Background: an optimization exercise with open tools, aiming at small area, a short achievable clock period and few clock cycles per item. Do not read the settings as production practice. In this exercise RTL edits were held to simulation tests only and were not proved equivalent to the original.

==> flow/design.v, too long to show whole: its modules and the start of the top module <==
// module ncq_lutgen: 270 lines
// module ncq_dist_a: 1641 lines
// module ncq_dist_b: 2138 lines
// module ncq_add20: 364 lines
// module ncq_lt20: 328 lines
module ncq_lutgen #(
    parameter PAL_DEPTH = 64
) (
    input  wire        clk,
    input  wire        rst,           
    input  wire        pal_we,
    input  wire [5:0]  pal_waddr,
    input  wire [31:0] pal_wdata,     
    input  wire [6:0]  pal_n,         
    input  wire        req_valid,
    output wire        req_ready,
    input  wire [14:0] req_bucket,    
    output wire        resp_valid,
    input  wire        resp_ready,
    output wire [7:0]  resp_index
);
  // ...
==> flow/run.sh <==
#!/bin/bash
# synth_recipe.tcl (not shown) runs the flow's synth.tcl, then flattens the netlist and writes it again
# the make line also repeats each setting of config.mk as NAME=value (left out here)
make -C /OpenROAD-flow-scripts/flow DESIGN_CONFIG=/design/flow/config.mk WORK_HOME=/design/flow/orfs CLKGATE_MAP_FILE= SYNTH_SCRIPT=/design/flow/synth_recipe.tcl finish
==> flow/config.mk <==
export PLATFORM = sky130hd
export DESIGN_NAME = ncq_lutgen
export DESIGN_NICKNAME = ncq_lutgen
export VERILOG_FILES = /design/flow/design.v
export SDC_FILE = /design/flow/constraint.sdc
export NUM_CORES = 4
export LEC_CHECK = 0
export CAP_MARGIN = 20
export CORE_MARGIN = 2
export CORE_UTILIZATION = 40
export PLACE_DENSITY = 0.6
export SLEW_MARGIN = 20
==> flow/constraint.sdc <==
create_clock -name core_clock -period 18.0 [get_ports {clk}]
set_input_delay 3.6000 -clock core_clock [delete_from_list [all_inputs] [get_ports {clk}]]
set_output_delay 3.6000 -clock core_clock [all_outputs]
set_load 0.01 [all_outputs]
==> impl_metrics.env, run 1 <==
export IMPL_post_route_cell_area_um2=612600
export IMPL_min_delay_path_class="flip-flop to flip-flop"
export IMPL_report_final_setup_viol=0
export IMPL_core_area_um2=1414000
export IMPL_cts_clk_slew_worst_paths_ns=0.07
export IMPL_crit_type="flip-flop to flip-flop"
export IMPL_fraction_of_layout_instances_using_a_drive_strength_above_1_pct=5.260
export IMPL_cts_hold_buffers=0
export IMPL_fin_util_pct=43.33
export IMPL_post_route_drc_count=0
export IMPL_globalRouteOverflowTotal=0
export IMPL_regArea_um2=115200
export IMPL_syn_inst=56640
export IMPL_grt_total_usage_pct=21.98
export IMPL_clock_tree_area_fraction_pct=3.496
export IMPL_cts_tree="done"
export IMPL_ys_seq_elements=4933
export IMPL_gp_congestion=0.8932
export IMPL_tritoncts_num_buffers=619
export IMPL_crit_fanout=24
export IMPL_status="finished clean"
export IMPL_post_synthesis_cell_type_with_the_largest_combined_area="fa_1"
export IMPL_vias=374600
export IMPL_fin_cells=76020
export IMPL_cell_with_the_biggest_individual_delay_on_the_critical_path="o21bai_1"
export IMPL_postSynth_asyncResetShare_pct=0
export IMPL_synth_top_family_by_area="adder cells"
export IMPL_maxSlewViolCount=0
export IMPL_portBuffers=65
export IMPL_min_period_ns=9.771
export IMPL_r2r_setup_slack_ns=8.23
export IMPL_wl_met2_um=697300
export IMPL_nFlopsAndLatches=4933
export IMPL_via_per_inst=4.928
export IMPL_detailedPlace_worstSlack_ns=8.386
export IMPL_largest_net_degree_at_the_start_of_global_routing=91
export IMPL_maxCapViolCount=0
export IMPL_top_regs="pal_rgb x1536, s2_dc x640, s2_ds x608"
export IMPL_synth_compound_area_share_pct=4.645
export IMPL_tap_cell_instance_count=18880
export IMPL_yosysMostFrequentCell="inv_1"
Testbench counts, summed over its fixed seeds: cycles 22,144, items 12,000.
==> module ncq_lutgen, before the edit <==
module ncq_lutgen #(
    parameter PAL_DEPTH = 64
) (
    input  wire        clk,
    input  wire        rst,           
    input  wire        pal_we,
    input  wire [5:0]  pal_waddr,
    input  wire [31:0] pal_wdata,     
    input  wire [6:0]  pal_n,         
    input  wire        req_valid,
    output wire        req_ready,
    input  wire [14:0] req_bucket,    
    output wire        resp_valid,
    input  wire        resp_ready,
    output wire [7:0]  resp_index
);
    localparam NU  = 32;              
    localparam CAP = 8;               
    reg        w_we;
    reg [5:0]  w_addr;
    reg [24:0] w_data;                
    reg [23:0] pal_rgb [0:PAL_DEPTH-1];
    reg        pal0_transp;
    always @(posedge clk) begin
        w_we   <= pal_we && !rst;
        w_addr <= pal_waddr;
        w_data <= {pal_wdata[31:8], pal_wdata[7]};
        if (w_we) begin
            pal_rgb[w_addr] <= w_data[24:1];
            if (w_addr == 6'd0)
                pal0_transp <= ~w_data[0];
        end
    end
    reg        busy;
    reg        grp;
    reg [14:0] kq;
    reg [6:0]  n_q;
    reg        ready_q;
    reg [3:0]  outst;                 
    wire       resp_v;
    wire       lastg    = (n_q > 7'd32);      
    wire       lastg_in = (pal_n > 7'd32);
    wire       issue_last = busy && (grp == lastg);
    wire hs_req  = req_valid && ready_q && !rst;
    wire hs_resp = resp_v && resp_ready && !rst;
    wire [3:0] outst_nx = outst + {3'd0, hs_req} - {3'd0, hs_resp};
    wire       busy_nx  = hs_req || (busy && !issue_last);
    wire       grp_nx   = hs_req ? 1'b0 : !grp;
    wire       free_nx  = !busy_nx || (grp_nx == lastg_in);
    always @(posedge clk) begin
        n_q <= pal_n;
        if (rst) begin
            busy    <= 1'b0;
            grp     <= 1'b0;
            outst   <= 4'd0;
            ready_q <= 1'b0;
        end else begin
            busy    <= busy_nx;
            grp     <= grp_nx;
            outst   <= outst_nx;
            ready_q <= free_nx && (outst_nx < CAP);
        end
        if (hs_req)
            kq <= req_bucket;
    end
    assign req_ready = ready_q;
    wire [7:0] cr = {kq[14:10], kq[14:12]};
    wire [7:0] cg = {kq[9:5],   kq[9:7]};
    wire [7:0] cb = {kq[4:0],   kq[4:2]};
    reg [15:0] s1_r2 [0:NU-1];
    reg [15:0] s1_g2 [0:NU-1];
    reg [15:0] s1_b2 [0:NU-1];
    reg [8:0]  s1_rm [0:NU-1];
    reg [NU-1:0] s1_ok;               
    reg        s1_v, s1_first, s1_last, s1_grp, s1_pin;
    reg [4:0]  s1_ploc;
    wire [NU-1:0] pin_hit;
    genvar u;
    generate
        for (u = 0; u < NU; u = u + 1) begin : g_s1
            wire [23:0] ent = grp ? pal_rgb[NU + u] : pal_rgb[u];
            wire [15:0] r2, g2, b2;
            wire [8:0]  rm;
            ncq_dist_a da (
                .pr(ent[23:16]), .pg(ent[15:8]), .pb(ent[7:0]),
                .cr(cr), .cg(cg), .cb(cb),
                .r2(r2), .g2(g2), .b2(b2), .rm(rm));
            wire [6:0] idx  = {1'b0, grp, u[4:0]};
            wire       in_n = idx < n_q;
            assign pin_hit[u] = in_n && ({ent[23:19], ent[15:11], ent[7:3]} == kq) &&
                                (grp || (u != 0) || !pal0_transp);
            always @(posedge clk) begin
                s1_r2[u] <= r2;
                s1_g2[u] <= g2;
                s1_b2[u] <= b2;
                s1_rm[u] <= rm;
                s1_ok[u] <= in_n && (grp || (u != 0));
            end
        end
    endgenerate
    reg        pin_any;
    reg [4:0]  pin_loc;
    integer    q;
    always @(*) begin
        pin_any = 1'b0;
        pin_loc = 5'd0;
        for (q = 0; q < NU; q = q + 1)
            if (pin_hit[q]) begin
                pin_any = 1'b1;
                pin_loc = q[4:0];
            end
    end
    always @(posedge clk) begin
        s1_v     <= busy && !rst;
        s1_first <= !grp;
        s1_last  <= (grp == lastg);
        s1_grp   <= grp;
        s1_pin   <= pin_any;
        s1_ploc  <= pin_loc;
    end
    reg [19:0] s2_ds [0:NU-1];
    reg [19:0] s2_dc [0:NU-1];
    reg [NU-1:0] s2_ok;
    reg        s2_v, s2_first, s2_last, s2_grp, s2_pin;
    reg [4:0]  s2_ploc;
    generate
        for (u = 0; u < NU; u = u + 1) begin : g_s2
            wire [19:0] ds, dc;
            ncq_dist_b db (
                .r2(s1_r2[u]), .g2(s1_g2[u]), .b2(s1_b2[u]), .rm(s1_rm[u]),
                .ds(ds), .dc(dc));
            always @(posedge clk) begin
                s2_ds[u] <= ds;
                s2_dc[u] <= dc;
            end
        end
    endgenerate
    always @(posedge clk) begin
        s2_ok    <= s1_ok;
        s2_v     <= s1_v && !rst;
        s2_first <= s1_first;
        s2_last  <= s1_last;
        s2_grp   <= s1_grp;
        s2_pin   <= s1_pin;
        s2_ploc  <= s1_ploc;
    end
    wire [19:0] d3 [0:NU-1];
    generate
        for (u = 0; u < NU; u = u + 1) begin : g_s3
            wire [19:0] s;
            ncq_add20 ad (.a(s2_ds[u]), .b(s2_dc[u]), .s(s));
            assign d3[u] = s | {20{!s2_ok[u]}};
        end
    endgenerate
    wire [19:0] l1d [0:15];  wire [4:0] l1i [0:15];
    wire [19:0] l2d [0:7];   wire [4:0] l2i [0:7];
    generate
        for (u = 0; u < 16; u = u + 1) begin : g_l1
            wire lt;
            ncq_lt20 c (.a(d3[2*u+1]), .b(d3[2*u]), .lt(lt));
            assign l1d[u] = lt ? d3[2*u+1] : d3[2*u];
            assign l1i[u] = lt ? 2*u+1 : 2*u;
        end
        for (u = 0; u < 8; u = u + 1) begin : g_l2
            wire lt;
            ncq_lt20 c (.a(l1d[2*u+1]), .b(l1d[2*u]), .lt(lt));
            assign l2d[u] = lt ? l1d[2*u+1] : l1d[2*u];
            assign l2i[u] = lt ? l1i[2*u+1] : l1i[2*u];
        end
    endgenerate
    reg [19:0] s3_d [0:7];
    reg [4:0]  s3_i [0:7];
    reg        s3_v, s3_first, s3_last, s3_grp, s3_pin;
    reg [4:0]  s3_ploc;
    integer    f;
    always @(posedge clk) begin
        for (f = 0; f < 8; f = f + 1) begin
            s3_d[f] <= l2d[f];
            s3_i[f] <= l2i[f];
        end
        s3_v     <= s2_v && !rst;
        s3_first <= s2_first;
        s3_last  <= s2_last;
        s3_grp   <= s2_grp;
        s3_pin   <= s2_pin;
        s3_ploc  <= s2_ploc;
    end
    wire [19:0] l3d [0:3];   wire [4:0] l3i [0:3];
    wire [19:0] l4d [0:1];   wire [4:0] l4i [0:1];
    wire [19:0] l5d;         wire [4:0] l5i;
    generate
        for (u = 0; u < 4; u = u + 1) begin : g_l3
            wire lt;
            ncq_lt20 c (.a(s3_d[2*u+1]), .b(s3_d[2*u]), .lt(lt));
            assign l3d[u] = lt ? s3_d[2*u+1] : s3_d[2*u];
            assign l3i[u] = lt ? s3_i[2*u+1] : s3_i[2*u];
        end
        for (u = 0; u < 2; u = u + 1) begin : g_l4
            wire lt;
            ncq_lt20 c (.a(l3d[2*u+1]), .b(l3d[2*u]), .lt(lt));
            assign l4d[u] = lt ? l3d[2*u+1] : l3d[2*u];
            assign l4i[u] = lt ? l3i[2*u+1] : l3i[2*u];
        end
    endgenerate
    wire lt5;
    ncq_lt20 c5 (.a(l4d[1]), .b(l4d[0]), .lt(lt5));
    assign l5d = lt5 ? l4d[1] : l4d[0];
    assign l5i = lt5 ? l4i[1] : l4i[0];
    reg [19:0] s4_d;
    reg [5:0]  s4_i;
    reg        s4_v, s4_first, s4_last, s4_pin;
    reg [5:0]  s4_pidx;
    always @(posedge clk) begin
        s4_d     <= l5d;
        s4_i     <= {s3_grp, l5i};
        s4_v     <= s3_v && !rst;
        s4_first <= s3_first;
        s4_last  <= s3_last;
        s4_pin   <= s3_pin;
        s4_pidx  <= {s3_grp, s3_ploc};
    end
    reg [19:0] acc_d;
    reg [5:0]  acc_i;
    reg        acc_pin;
    reg [5:0]  acc_pidx;
    wire        lt_acc;
    ncq_lt20 ca (.a(s4_d), .b(acc_d), .lt(lt_acc));
    wire        take_new = s4_first || lt_acc;
    wire [19:0] nd   = take_new ? s4_d : acc_d;
    wire [5:0]  ni   = take_new ? s4_i : acc_i;
    wire        npin = s4_pin || (!s4_first && acc_pin);
    wire [5:0]  npi  = s4_pin ? s4_pidx : acc_pidx;
    always @(posedge clk) begin
        if (s4_v) begin
            acc_d    <= nd;
            acc_i    <= ni;
            acc_pin  <= npin;
            acc_pidx <= npi;
        end
    end
    wire       push   = s4_v && s4_last && !rst;
    wire [5:0] result = npin ? npi : ni;
    reg [5:0] q_idx [0:CAP-1];
    reg [3:0] q_cnt;
    reg       q_valid;
    wire       pop = q_valid && resp_ready;
    wire [3:0] q_cnt_nx = q_cnt + {3'd0, push} - {3'd0, pop};
    always @(posedge clk) begin
        for (f = 0; f < CAP; f = f + 1) begin
            if (pop) begin
                if (push && f == q_cnt - 1)
                    q_idx[f] <= result;
                else if (f < CAP - 1)
                    q_idx[f] <= q_idx[f + 1];
            end else if (push && f == q_cnt) begin
                q_idx[f] <= result;
            end
        end
        if (rst) begin
            q_cnt   <= 4'd0;
            q_valid <= 1'b0;
        end else begin
            q_cnt   <= q_cnt_nx;
            q_valid <= (q_cnt_nx != 4'd0);
        end
    end
    assign resp_v     = q_valid;
    assign resp_valid = q_valid;
    assign resp_index = {2'b00, q_idx[0]};
endmodule
==> inputs of run 2 (changes only) <==
--- a/flow/design.v
+++ b/flow/design.v
@@ -33,7 +33,6 @@
     end
     reg        busy;
     reg        grp;
-    reg [14:0] kq;
     reg [6:0]  n_q;
     reg        ready_q;
     reg [3:0]  outst;                 
@@ -60,13 +59,34 @@
             outst   <= outst_nx;
             ready_q <= free_nx && (outst_nx < CAP);
         end
-        if (hs_req)
-            kq <= req_bucket;
     end
     assign req_ready = ready_q;
-    wire [7:0] cr = {kq[14:10], kq[14:12]};
-    wire [7:0] cg = {kq[9:5],   kq[9:7]};
-    wire [7:0] cb = {kq[4:0],   kq[4:2]};
+    localparam NKC = 8;
+    reg [NU-1:0] grp_u;
+    reg [14:0]   kq_c [0:NKC-1];
+    integer      e;
+    function [14:0] kmask;
+        input integer c;
+        begin
+            case (c)
+                0: kmask = 15'h0000;
+                1: kmask = 15'h7FFF;
+                2: kmask = 15'h5555;
+                3: kmask = 15'h2AAA;
+                4: kmask = 15'h3333;
+                5: kmask = 15'h4CCC;
+                6: kmask = 15'h0F0F;
+                default: kmask = 15'h70F0;
+            endcase
+        end
+    endfunction
+    always @(posedge clk) begin
+        for (e = 0; e < NU; e = e + 1)
+            grp_u[e] <= rst ? 1'b0 : (hs_req ? 1'b0 : !grp_u[e]);
+        if (hs_req)
+            for (e = 0; e < NKC; e = e + 1)
+                kq_c[e] <= req_bucket ^ kmask(e);
+    end
     reg [15:0] s1_r2 [0:NU-1];
     reg [15:0] s1_g2 [0:NU-1];
     reg [15:0] s1_b2 [0:NU-1];
@@ -78,23 +98,28 @@
     genvar u;
     generate
         for (u = 0; u < NU; u = u + 1) begin : g_s1
-            wire [23:0] ent = grp ? pal_rgb[NU + u] : pal_rgb[u];
+            wire        gu  = grp_u[u];
+            wire [14:0] kk  = kq_c[u / (NU / NKC)] ^ kmask(u / (NU / NKC));
+            wire [7:0]  cr  = {kk[14:10], kk[14:12]};
+            wire [7:0]  cg  = {kk[9:5],   kk[9:7]};
+            wire [7:0]  cb  = {kk[4:0],   kk[4:2]};
+            wire [23:0] ent = gu ? pal_rgb[NU + u] : pal_rgb[u];
             wire [15:0] r2, g2, b2;
             wire [8:0]  rm;
             ncq_dist_a da (
                 .pr(ent[23:16]), .pg(ent[15:8]), .pb(ent[7:0]),
                 .cr(cr), .cg(cg), .cb(cb),
                 .r2(r2), .g2(g2), .b2(b2), .rm(rm));
-            wire [6:0] idx  = {1'b0, grp, u[4:0]};
+            wire [6:0] idx  = {1'b0, gu, u[4:0]};
             wire       in_n = idx < n_q;
-            assign pin_hit[u] = in_n && ({ent[23:19], ent[15:11], ent[7:3]} == kq) &&
-                                (grp || (u != 0) || !pal0_transp);
+            assign pin_hit[u] = in_n && ({ent[23:19], ent[15:11], ent[7:3]} == kk) &&
+                                (gu || (u != 0) || !pal0_transp);
             always @(posedge clk) begin
                 s1_r2[u] <= r2;
                 s1_g2[u] <= g2;
                 s1_b2[u] <= b2;
                 s1_rm[u] <= rm;
-                s1_ok[u] <= in_n && (grp || (u != 0));
+                s1_ok[u] <= in_n && (gu || (u != 0));
             end
         end
     endgenerate
@@ -152,20 +177,13 @@
             assign d3[u] = s | {20{!s2_ok[u]}};
         end
     endgenerate
-    wire [19:0] l1d [0:15];  wire [4:0] l1i [0:15];
-    wire [19:0] l2d [0:7];   wire [4:0] l2i [0:7];
+    wire [19:0] l1d [0:7];   wire [4:0] l1i [0:7];
     generate
-        for (u = 0; u < 16; u = u + 1) begin : g_l1
-            wire lt;
-            ncq_lt20 c (.a(d3[2*u+1]), .b(d3[2*u]), .lt(lt));
-            assign l1d[u] = lt ? d3[2*u+1] : d3[2*u];
-            assign l1i[u] = lt ? 2*u+1 : 2*u;
-        end
-        for (u = 0; u < 8; u = u + 1) begin : g_l2
-            wire lt;
-            ncq_lt20 c (.a(l1d[2*u+1]), .b(l1d[2*u]), .lt(lt));
-            assign l2d[u] = lt ? l1d[2*u+1] : l1d[2*u];
-            assign l2i[u] = lt ? l1i[2*u+1] : l1i[2*u];
+        for (u = 0; u < 8; u = u + 1) begin : g_l1
+            wire [1:0] w;
+            ncq_min4 m (.a0(d3[4*u]), .a1(d3[4*u+1]), .a2(d3[4*u+2]), .a3(d3[4*u+3]),
+                        .d(l1d[u]), .w(w));
+            assign l1i[u] = {u[2:0], w};
         end
     endgenerate
     reg [19:0] s3_d [0:7];
@@ -175,8 +193,8 @@
     integer    f;
     always @(posedge clk) begin
         for (f = 0; f < 8; f = f + 1) begin
-            s3_d[f] <= l2d[f];
-            s3_i[f] <= l2i[f];
+            s3_d[f] <= l1d[f];
+            s3_i[f] <= l1i[f];
         end
         s3_v     <= s2_v && !rst;
         s3_first <= s2_first;
@@ -185,34 +203,27 @@
         s3_pin   <= s2_pin;
         s3_ploc  <= s2_ploc;
     end
-    wire [19:0] l3d [0:3];   wire [4:0] l3i [0:3];
-    wire [19:0] l4d [0:1];   wire [4:0] l4i [0:1];
-    wire [19:0] l5d;         wire [4:0] l5i;
+    wire [19:0] l2d [0:1];   wire [4:0] l2i [0:1];
     generate
-        for (u = 0; u < 4; u = u + 1) begin : g_l3
-            wire lt;
-            ncq_lt20 c (.a(s3_d[2*u+1]), .b(s3_d[2*u]), .lt(lt));
-            assign l3d[u] = lt ? s3_d[2*u+1] : s3_d[2*u];
-            assign l3i[u] = lt ? s3_i[2*u+1] : s3_i[2*u];
-        end
-        for (u = 0; u < 2; u = u + 1) begin : g_l4
-            wire lt;
-            ncq_lt20 c (.a(l3d[2*u+1]), .b(l3d[2*u]), .lt(lt));
-            assign l4d[u] = lt ? l3d[2*u+1] : l3d[2*u];
-            assign l4i[u] = lt ? l3i[2*u+1] : l3i[2*u];
+        for (u = 0; u < 2; u = u + 1) begin : g_l2
+            wire [1:0] w;
+            ncq_min4 m (.a0(s3_d[4*u]), .a1(s3_d[4*u+1]), .a2(s3_d[4*u+2]), .a3(s3_d[4*u+3]),
+                        .d(l2d[u]), .w(w));
+            assign l2i[u] = w[1] ? (w[0] ? s3_i[4*u+3] : s3_i[4*u+2])
+                                 : (w[0] ? s3_i[4*u+1] : s3_i[4*u]);
         end
     endgenerate
-    wire lt5;
-    ncq_lt20 c5 (.a(l4d[1]), .b(l4d[0]), .lt(lt5));
-    assign l5d = lt5 ? l4d[1] : l4d[0];
-    assign l5i = lt5 ? l4i[1] : l4i[0];
+    wire lt3;
+    ncq_lt20 c3 (.a(l2d[1]), .b(l2d[0]), .lt(lt3));
+    wire [19:0] l3d = lt3 ? l2d[1] : l2d[0];
+    wire [4:0]  l3i = lt3 ? l2i[1] : l2i[0];
     reg [19:0] s4_d;
     reg [5:0]  s4_i;
     reg        s4_v, s4_first, s4_last, s4_pin;
     reg [5:0]  s4_pidx;
     always @(posedge clk) begin
-        s4_d     <= l5d;
-        s4_i     <= {s3_grp, l5i};
+        s4_d     <= l3d;
+        s4_i     <= {s3_grp, l3i};
         s4_v     <= s3_v && !rst;
         s4_first <= s3_first;
         s4_last  <= s3_last;
@@ -268,6 +279,25 @@
     assign resp_valid = q_valid;
     assign resp_index = {2'b00, q_idx[0]};
 endmodule
+module ncq_min4 (
+    input  wire [19:0] a0, a1, a2, a3,
+    output wire [19:0] d,
+    output wire [1:0]  w
+);
+    wire l01, l02, l03, l12, l13, l23;       
+    ncq_lt20 c01 (.a(a1), .b(a0), .lt(l01));
+    ncq_lt20 c02 (.a(a2), .b(a0), .lt(l02));
+    ncq_lt20 c03 (.a(a3), .b(a0), .lt(l03));
+    ncq_lt20 c12 (.a(a2), .b(a1), .lt(l12));
+    ncq_lt20 c13 (.a(a3), .b(a1), .lt(l13));
+    ncq_lt20 c23 (.a(a3), .b(a2), .lt(l23));
+    wire w0 = !l01 && !l02 && !l03;
+    wire w1 =  l01 && !l12 && !l13;
+    wire w2 =  l02 &&  l12 && !l23;
+    wire w3 =  l03 &&  l13 &&  l23;
+    assign d = ({20{w0}} & a0) | ({20{w1}} & a1) | ({20{w2}} & a2) | ({20{w3}} & a3);
+    assign w = {w2 | w3, w1 | w3};
+endmodule
 module ncq_dist_a (
     input  wire [7:0]  pr, pg, pb,
     input  wire [7:0]  cr, cg, cb,
==> impl_metrics.env, run 2 <==
export IMPL_status="finished clean"
export IMPL_post_route_cell_area_um2=628800
export IMPL_worstPathArrival_ns=8.84
export IMPL_achievable_frequency_mhz=129.6
export IMPL_post_synth_num_cell_types=89
export IMPL_report_final_hold_viol_count=0
export IMPL_tightest_slew_ns=1.273
export IMPL_clkSinkCount=4980
export IMPL_source_to_sink_clock_delay_at_the_later_pin_of_the_worst_skew_pair_ns=1.22
export IMPL_detailedPlace_worstSlack_ns=10.29
export IMPL_cts_hold_buffers=0
export IMPL_post_synth_most_frequent_cells="inv_1, fa_1, ha_1"
export IMPL_grt_setup_unrepaired="false"
export IMPL_cts_setup_buffers=0
export IMPL_routed_wirelength_um=1715000
export IMPL_initial_core_utilization_pct=40.12
export IMPL_fraction_of_layout_instances_using_a_drive_strength_above_1_pct=5.468
export IMPL_routed_wire_length_per_instance_um=21.86
export IMPL_yosysMostFrequentCell="inv_1"
export IMPL_synth_top_area_share_pct=32.30
export IMPL_critPathRequiredTime_ns=19.12
export IMPL_layout_nets=73780
export IMPL_crit_type="flip-flop to flip-flop"
export IMPL_mostFrequentLayoutCell="inv_1"
export IMPL_cts_tree="done"
export IMPL_dieHeight_um=1209
export IMPL_globalRouteOverflowTotal=0
export IMPL_synth_seq_area_share_pct=19.99
export IMPL_maxSlewViolCount=0
export IMPL_dpl_cell_count=76960
export IMPL_postSynth_asyncResetShare_pct=0
export IMPL_vias=396600
export IMPL_leading_register_cell_type_out_of_synthesis="dfxtp_1"
export IMPL_grt_total_usage_pct=23.44
export IMPL_syn_inst=58390
export IMPL_postCtsResizedCells=0
export IMPL_cts_clk_slew_worst_paths_ns=0.06
export IMPL_gp_congestion=0.9320
export IMPL_dr_first_iter_drc_count=31420
export IMPL_top_regs="pal_rgb x1536, s2_dc x640, s2_ds x608"
export IMPL_ys_seq_elements=4980
export IMPL_ios=75
export IMPL_crit_fanout=10
export IMPL_cts_root_buf="clkbuf_16"
export IMPL_multiInputGateArea_um2=414600
export IMPL_via_per_inst=5.055
export IMPL_synth_edff_count=1648
export IMPL_worst_clock_skew_ns=0.09094
export IMPL_setup_tns_ns=0
export IMPL_die_x_um=1209
export IMPL_post_route_drc_count=0
export IMPL_mappedNetlistArea_um2=581200
export IMPL_post_route_worst_setup_slack_ns=10.28
export IMPL_report_final_setup_viol=0
export IMPL_min_delay_path_class="flip-flop to flip-flop"
export IMPL_post_dp_hpwl_um=1322000
export IMPL_firstDrtPassIters=10
export IMPL_worst_setup_path_end_kind="flip-flop"
export IMPL_clock_tree_buffer_depth=5
export IMPL_final_antenna_net_count=0
export IMPL_layout_common_cells="inv_1, fa_1, ha_1"
export IMPL_post_synthesis_cell_type_with_the_largest_combined_area="fa_1"
export IMPL_tritoncts_num_buffers=622
export IMPL_largest_register="pal_rgb"
export IMPL_layout_worst_path_cycle_share_pct=42.88
export IMPL_netlist_top_cells_area="fa_1, ha_1, dfxtp_1"
export IMPL_wire_length_of_the_first_global_routing_pass_um=2593000
export IMPL_die_area_um2=1463000
export IMPL_n_fill_cell=139500
export IMPL_maxCapViolCount=0
export IMPL_first_global_vias=410100
export IMPL_core_area_um2=1448000
export IMPL_flow_area_growth_from_synthesis_pct=8.196
export IMPL_synth_avg_cell_area_um2=9.953
export IMPL_largest_register_ffs=1536
export IMPL_regArea_um2=116300
export IMPL_critPathLaunchType="flip-flop"
export IMPL_post_dp_cell_area_um2=606100
export IMPL_fin_cells=78460
export IMPL_portBuffers=65
export IMPL_cts_max_level=6
export IMPL_slew_limit_headroom_pct=15.12
export IMPL_rows=442
export IMPL_largest_net_degree_at_the_start_of_global_routing=57
export IMPL_synthesis_yosys_warnings=21
export IMPL_antenna_found_initial=207
export IMPL_min_period_ns=7.717
run 2: cell count changes after synthesis, moves of 138 or more:
cell | before | now
o21a_1 | 445 | 290
nand2b_1 | 973 | 1160
nor2_1 | 2979 | 3484
or2_2 | 24 | 247
inv_1 | 11795 | 12000
ha_1 | 5480 | 6067
nor2b_1 | 2135 | 1996
and2_1 | 2737 | 2234
o21bai_1 | 78 | 216
nand2_1 | 4088 | 3882
run 2: final cells by class:
class	count	share of cell area, %
diodes	357	0.1421
clock buffers	811	2.773
clock inverters	336	0.6825
multi-input cells	39890	65.94
repair buffers	737	0.9189
well taps	19310	3.843
inverters	12040	7.207
flip-flops and latches	4980	18.50
run 2: critical path, cell delays in order (launching register included):
cell and delay (ns):
edfxtp_1 0.59, buf_4 0.35, inv_6 0.37, buf_4 0.70
ha_1 0.27, inv_1 0.06, fa_1 0.43, a21o_1 0.17
a21o_1 0.20, a21o_1 0.18, a21oi_1 0.24, inv_1 0.08
a21oi_1 0.67, xor2_1 0.30, nor2_1 0.17, ha_1 0.15
inv_1 0.05, fa_1 0.53, inv_1 0.05, fa_1 0.48
ha_1 0.34, a21oi_1 0.22, nor2b_1 0.10, o21a_1 0.20
o21a_1 0.21, o41ai_1 0.31, xor2_1 0.16
run 2: final timing paths:
path / startpoint / to / slack [ns] / cells after the start
worst max register to register: kq_c[6][2] / s1_b2[11][15] / 10.28 / 26
worst min register to register: s1_grp / s2_grp / 0.31 / 0
worst max-delay path: kq_c[6][2] / s1_b2[11][15] / 10.28 / 26
worst min-delay path: s1_grp / s2_grp / 0.31 / 0
run 2: cells by family after synthesis:
family                     after synthesis  synth area share [%]
muxes                                 1983                 3.648
xor gates and xnor gates              2894                 4.361
adders and majority gates            15450                 45.37
DFF                                   4980                 19.99
AOI/OAI and AO/OA                     4791                 5.470
and+or+nand+nor                      14550                 12.28
buffers and inverters                13750                 8.881
other                                    2              0.001292
run 2: per-layer routing:
layer	vias to the layer above	share of wire, %	global-route usage (%)
met4	50	4.9	10.09
met2	12670	45	37.30
li1	181000	-	-
met3	2670	8.2	4.925
met5	-	0.021	0
met1	200200	42	30.98
run 2: metrics by stage:
stage               utilization, %  hold WS (ns)
floorplan                        -        0.3096
global placement             41.85        0.3100
detailed placement           41.85        0.3121
CTS                          43.35        0.2924
global route                 43.39        0.2982
finish                       43.41        0.3077
Testbench counts of run 2, summed over its fixed seeds: cycles 22,144, items 12,000.

static timing again, ports no longer ideal:
No port has a modelled driver above. Below, the same layouts with a new extraction and two added sets of constraints. Step 1 sets driving cells, clkbuf_16 on the clock port and buf_2 on the other inputs (assumed; they add their load-dependent delay and slew). Step 2 moves the port delays by t, midway between the first and last clock arrival at a register: inputs arrive t later, outputs are due t later. That takes back most of the time a late clock gives input paths. Slacks: ideal ports / drivers / drivers and shift; pairs: ideal ports / drivers.
| run | shift t [ns] | slack for setup (ns) | hold slack, ns | slew at the worst register clock pin (ns) | cell pins on the clock port's net |
|---|---|---|---|---|---|
| run 1 | 1.320 | 8.229 / 8.229 / 8.229 | 0.323 / 0.323 / 0.323 | 0.08 / 0.08 | 1 |
| run 2 | 1.337 | 10.283 / 10.283 / 10.283 | 0.308 / 0.308 / 0.308 | 0.07 / 0.07 | 1 |
After both steps setup and hold are still met in every run listed.
